What follows belongs to an exercise in optimizing a design on an open flow for small area; a production flow would make more cautious choices.
Only simulation tests tie the RTL to the original design; equivalence was not proved.
Power and IR drop assume default switching activity.

==> inputs of trial 36 <==
==> flow/design.v <==
module modbus_slave (
    input  wire        clk,
    input  wire        rst,            
    input  wire [7:0]  slave_addr,     
    input  wire [9:0]  t35_interval,   
    input  wire        time_unit,      
    input  wire        rx_valid,       
    input  wire [7:0]  rx_data,
    output wire        rx_en,
    output wire        tx_en,
    output wire        tx_valid,       
    output wire [7:0]  tx_data,
    input  wire        tx_ready,
    output wire        mem_req,        
    output wire        mem_we,
    output wire [15:0] mem_addr,
    output wire [31:0] mem_wdata,
    input  wire        mem_ack,
    input  wire [31:0] mem_rdata
);
    localparam [3:0] S_SIL    = 4'b0000,    
                     S_WAIT   = 4'b0001,    
                     S_READ   = 4'b0011,    
                     S_SEND   = 4'b0010,    
                     P_HDR    = 4'b0100,    
                     P_RSEND  = 4'b0101,    
                     P_CRC    = 4'b0110,    
                     P_ALIGN  = 4'b0111,    
                     P_RREQ   = 4'b1000,    
                     P_WSR    = 4'b1001,    
                     P_TAILRD = 4'b1010,    
                     P_WPAIR  = 4'b1011,    
                     P_TAILWR = 4'b1101;    
    localparam integer NB = 118;         
    reg [3:0]  st;
    reg [9:0]  sil_cnt;    
    reg [7:0]  rx_cur;
    reg [7:0]  rx_len;
    reg        rx_ovf;
    reg        addr_ok;
    reg [7:0]  fc;         
    reg [15:0] a_r;        
    reg [15:0] q_r;        
    reg [8*NB-1:0] dch;    
    reg        exc;        
    reg [15:0] crc;
    reg [2:0]  cnt;        
    wire busy = st[3] | st[2];               
    assign rx_en = !busy && st[0];
    assign tx_en = busy || (st[1] && !st[0]);
    wire        byte_acc = rx_valid && rx_en;       
    wire        tu       = time_unit && !busy && !byte_acc;
    wire        tick     = tu && (sil_cnt == 10'd1);
    wire        frame_b  = byte_acc && !st[1] && (rx_cur != 8'd128);
    wire        fc_rd = (fc == 8'h03) || (fc == 8'h04);
    wire        fc_ws = (fc == 8'h06);
    wire        fc_wm = (fc == 8'h10);
    wire        fc_ok = fc_rd || fc_ws || fc_wm;
    wire        k_rd  = !exc && fc_rd;
    wire        k_ws  = !exc && fc_ws;
    wire        k_wm  = !exc && fc_wm;
    wire [5:0]  lo_sum   = {1'b0, a_r[4:0]} + {1'b0, q_r[5:1]} + {5'd0, q_r[0]};
    wire        range_ok = a_r[15] ? (a_r[14:0] == 15'd0 && lo_sum == 6'd0)
                                   : !(&a_r[14:5] && lo_sum[5] && lo_sum[4:0] != 5'd0);
    wire [7:0]  wmr_need = {q_r[6:0], 1'b1} + 8'd8;       
    wire [7:0]  s117 = dch[8*117 +: 8];
    wire [7:0]  s116 = dch[8*116 +: 8];
    wire [7:0]  s115 = dch[8*115 +: 8];
    wire [7:0]  s114 = dch[8*114 +: 8];
    reg  [7:0]  hdr_byte;
    always @* begin
        case (cnt)
            3'd0: hdr_byte = slave_addr;
            3'd1: hdr_byte = fc;
            3'd2: hdr_byte = exc  ? {6'd0, fc_ok, !fc_ok} :
                             fc_rd ? {q_r[6:0], 1'b0} : a_r[15:8];
            3'd3: hdr_byte = a_r[7:0];
            3'd4: hdr_byte = q_r[15:8];
            default: hdr_byte = q_r[7:0];
        endcase
    end
    assign tx_valid = st[2] && !st[3] && !(st[1] && st[0]);
    assign tx_data  = (st == P_HDR)   ? hdr_byte :
                      (st == P_RSEND) ? dch[7:0] :
                      (st == P_CRC)   ? crc[7:0] : rx_data;
    wire [7:0]  crc_x   = crc[7:0] ^ tx_data;
    wire        crc_p   = ^crc_x;
    wire [15:0] crc_next = {crc_p, crc_p ^ crc_x[7], crc_x[7:2] ^ crc_x[6:1], crc[15] ^ crc_x[1] ^ crc_x[0],
                            crc[14] ^ crc_x[0], crc[13:9], crc[8] ^ crc_p};
    assign mem_req   = st[3];
    assign mem_we    = st[3] && st[0];
    assign mem_addr  = {1'b1, a_r[14:0]};
    assign mem_wdata = fc_ws ? {16'h0000, q_r} : {s115, s114, s117, s116};
    reg  [7:0]  rd_byte;
    always @* begin
        case (cnt[1:0])
            2'd0: rd_byte = mem_rdata[15:8];
            2'd1: rd_byte = mem_rdata[7:0];
            2'd2: rd_byte = mem_rdata[31:24];
            default: rd_byte = mem_rdata[23:16];
        endcase
    end
    wire hdr_last = (exc || fc_rd) ? (cnt == 3'd2) : (cnt == 3'd5);
    wire rd_ld = (st == P_RREQ) && mem_ack;
    wire dsh = (frame_b && rx_cur < 8'd125) ||
               (st == P_ALIGN && rx_len < 8'd125) || rd_ld;
    wire tail_ld = (st == P_TAILRD) && mem_ack;
    always @(posedge clk) begin
        if (dsh)
            dch <= {dch[8*NB-9:0], busy ? rd_byte : rx_data};
        else if (tail_ld)
            dch[8*114 +: 16] <= mem_rdata[31:16];
    end
    reg fin;
    always @(posedge clk) begin
        fin = 1'b0;
        if (rst) begin
            st      <= S_SIL;
            sil_cnt <= t35_interval;
            rx_cur  <= 8'd0;
            rx_ovf  <= 1'b0;
        end else begin
            if (byte_acc) begin
                sil_cnt <= t35_interval;
                if (rx_cur == 8'd128)
                    rx_ovf <= 1'b1;
                else
                    rx_cur <= rx_cur + 8'd1;
            end
            if (frame_b) begin
                crc <= crc_next;
                if (rx_cur == 8'd0) addr_ok <= (rx_data == slave_addr);
                if (rx_cur == 8'd1) fc <= rx_data;
                if (rx_cur < 8'd6) {a_r, q_r} <= {a_r[7:0], q_r, rx_data};
            end
            if (tu) begin
                if (tick) sil_cnt <= t35_interval;
                else      sil_cnt <= sil_cnt - 10'd1;
            end
            case (st)
                S_SIL: if (tick) begin
                    crc <= 16'hFFFF;
                    st  <= S_WAIT;
                end
                S_WAIT: if (tick && rx_cur != 8'd0) begin
                    rx_len <= rx_cur;
                    st     <= S_READ;
                end
                S_READ: if (tick) begin
                    rx_cur <= 8'd0;
                    st     <= S_SEND;
                end
                S_SEND: if (tick) begin
                    crc <= 16'hFFFF;
                    cnt <= 3'd0;
                    st  <= P_HDR;
                    if (rx_ovf || rx_len < 8'd4 || crc != 16'h0000 || !addr_ok)
                        fin = 1'b1;
                    else if (!fc_ok)
                        exc <= 1'b1;
                    else if (rx_len < (fc_wm ? 8'd9 : 8'd8))
                        fin = 1'b1;
                    else if (fc_rd)
                        exc <= (q_r > 16'd61 || !range_ok);
                    else if (fc_ws)
                        exc <= a_r[15];
                    else begin
                        exc <= (q_r > 16'd59 || !range_ok);
                        if (q_r <= 16'd59 && range_ok && rx_len < wmr_need)
                            fin = 1'b1;
                    end
                end
                P_ALIGN: begin
                    if (rx_len < 8'd125)
                        rx_len <= rx_len + 8'd1;
                    else if (q_r[5:0] == 6'd0) fin = 1'b1;
                    else if (q_r[5:0] == 6'd1) st <= P_TAILRD;
                    else                       st <= P_WPAIR;
                end
                P_HDR: begin
                    if (tx_ready) begin
                        crc <= crc_next;
                        cnt <= cnt + 3'd1;
                        if (hdr_last) begin
                            cnt <= 3'd0;
                            st  <= (k_rd && q_r[5:0] != 6'd0) ? P_RREQ : P_CRC;
                        end
                    end
                end
                P_RREQ: begin
                    if (mem_ack) st <= P_RSEND;
                end
                P_RSEND: begin
                    if (tx_ready) begin
                        crc <= crc_next;
                        cnt <= cnt + 3'd1;
                        if (cnt[1:0] == 2'd3) begin
                            q_r[5:1]  <= q_r[5:1] - 5'd1;
                            a_r[14:0] <= a_r[14:0] + 15'd1;
                        end
                        st <= (cnt[0] && q_r[5:0] == {4'd0, cnt[1], !cnt[1]}) ? P_CRC : P_RREQ;
                    end
                end
                P_CRC: begin
                    if (tx_ready) begin
                        crc <= crc_next;
                        cnt <= cnt + 3'd1;
                        if (cnt[0]) begin
                            if (k_ws)      st <= P_WSR;
                            else if (k_wm) st <= P_ALIGN;
                            else                    fin = 1'b1;
                        end
                    end
                end
                P_WSR: begin
                    if (mem_ack) fin = 1'b1;
                end
                P_WPAIR: begin
                    if (mem_ack) begin
                        a_r[14:0] <= a_r[14:0] + 15'd1;
                        q_r[5:1]  <= q_r[5:1] - 5'd1;
                        rx_len    <= 8'd121;
                        st        <= P_ALIGN;
                    end
                end
                P_TAILRD: begin
                    if (mem_ack) st <= P_TAILWR;
                end
                P_TAILWR: begin
                    if (mem_ack) fin = 1'b1;
                end
                default: ;
            endcase
            if (fin) begin
                rx_ovf <= 1'b0;
                st     <= S_SIL;
            end
        end
    end
endmodule
==> flow/flow/run.sh <==
#!/bin/bash
# Standard ORFS layout (the standard.sh, standard synthesis unchanged) with two
# changes: port buffers use the smallest buffer cell, and clock tree synthesis uses
# larger sink clusters and inserts no dummy loads.
set -euo pipefail
export BUFFER_PORTS_ARGS="-buffer_cell sky130_fd_sc_hd__buf_1"
export CTS_ARGS="-sink_clustering_enable -repair_clock_nets -dont_use_dummy_load -buf_list sky130_fd_sc_hd__clkbuf_8 -sink_clustering_size 20 -sink_clustering_max_diameter 60"
bash standard.sh > standard_sh.log 2>&1
==> flow/standard.sh <==
#!/bin/bash
# synth_recipe.tcl (not shown) runs the flow's synth.tcl, then flattens the netlist and writes it again
# the make line also repeats each setting of config.mk as NAME=value (left out here)
make -C /OpenROAD-flow-scripts/flow DESIGN_CONFIG=/design/flow/config.mk WORK_HOME=/design/flow/orfs CLKGATE_MAP_FILE= SYNTH_SCRIPT=/design/flow/synth_recipe.tcl "${@:-finish}"
==> flow/config.mk <==
export PLATFORM = sky130hd
export DESIGN_NAME = modbus_slave
export DESIGN_NICKNAME = modbus_slave
export VERILOG_FILES = /design/flow/design.v
export SDC_FILE = /design/flow/constraint.sdc
export NUM_CORES = 4
export LEC_CHECK = 0
export CAP_MARGIN = 10
export CORE_MARGIN = 2
export CORE_UTILIZATION = 60
export PLACE_DENSITY = 0.8
export SLEW_MARGIN = 10
==> flow/constraint.sdc <==
create_clock -name core_clock -period 10.0 [get_ports {clk}]
set_input_delay 2.0000 -clock core_clock [delete_from_list [all_inputs] [get_ports {clk}]]
set_output_delay 2.0000 -clock core_clock [all_outputs]
set_load 0.01 [all_outputs]
==> inputs of build 85, as changes to trial 36 <==
- CORE_UTILIZATION: 60 -> 40
- PLACE_DENSITY: 0.8 -> 0.55
==> inputs of build 21, as changes to trial 36 <==
- CORE_UTILIZATION: 60 -> 40
- GPL_TIMING_DRIVEN: unset -> 0
- PLACE_DENSITY: 0.8 -> 0.55
==> impl_results.md <==
- P_sw: 1320 uW
- Worst skew pair latency: 0.70 ns
- Clk cell area share: 0.0263
- Filler instances: 7664
- Commonest non-fill, non-tap cells in the layout: edfxtp_1 (1023), buf_1 (126), nand2_1 (89)
- GRT Overall Usage: 0.143
- Clk pin slew, worst setup/hold paths: 0.11 ns
- Vias: 16455
- Met1 usage: 0.225
- Outcome: timing/DRC/antenna clean
- Crit path arrival time: 6.38 ns
- Relative slew slack: 0.201
That was build 21.
==> impl_results.md <==
- P_sw: 1310 uW
- Clk cell area share: 0.0276
- Vias: 16129
- Max reg flops: 944
- Crit path arrival time: 3.80 ns
- Met1 usage: 0.218
- Die width: 304 um
- Clk pin slew, worst setup/hold paths: 0.11 ns
- Worst skew pair latency: 0.67 ns
- Commonest non-fill, non-tap cells in the layout: edfxtp_1 (1023), buf_1 (123), nand2_1 (89)
- Outcome: timing/DRC/antenna clean
That was build 85.
==> impl_results.md <==
- Outcome: timing/DRC/antenna clean
- Clk cell area share: 0.0241
- Compound-Gate Fraction of Synth Area: 0.0422
- Switch share: 0.186
- Crit path arrival time: 3.72 ns
- Worst skew pair latency: 0.66 ns
- Worst-margin pin slew: 1.14 ns
- Vias: 16284
- Die area: 0.0621 mm^2
- Crit path max fanout: 13
- Filler instances: 3794
- Relative slew slack: 0.237
- Met1 usage: 0.314
- Clk pin slew, worst setup/hold paths: 0.10 ns
- GRT Overall Usage: 0.201
- Commonest non-fill, non-tap cells in the layout: edfxtp_1 (1023), buf_1 (123), nand2_1 (89)
That was trial 36.

-- separate check: timing with driven ports --
No port has a modelled driver above. Below, the same layouts with a new extraction and two added sets of constraints. Step 1: set_driving_cell puts a clkbuf_16 on clk and a buf_2 on each other input, an assumption about the parent block. Step 2 times the ports against the registers' clock, not the clock port: input delays grow and output delays shrink by t, the midpoint of the rising clock arrivals with the driver on. Slacks: ideal ports / drivers / drivers and shift; pairs: ideal ports / drivers.
run	t (ns)	slack for setup (ns)	worst hold slack (ns)	latest minus earliest clock arrival (ns)
trial 36	0.689	4.277 / 4.218 / 4.379	0.366 / 0.366 / 0.366	0.088 / 0.088
build 85	0.698	4.203 / 4.144 / 4.334	0.360 / 0.360 / 0.360	0.097 / 0.097
build 21	0.707	3.991 / 4.019 / 3.313	0.371 / 0.371 / 0.371	0.100 / 0.099
After both steps setup and hold are still met in every run listed. For build 21, which loses most, drivers alone change the setup slack by +0.028 ns; drivers and shift together by -0.678 ns.
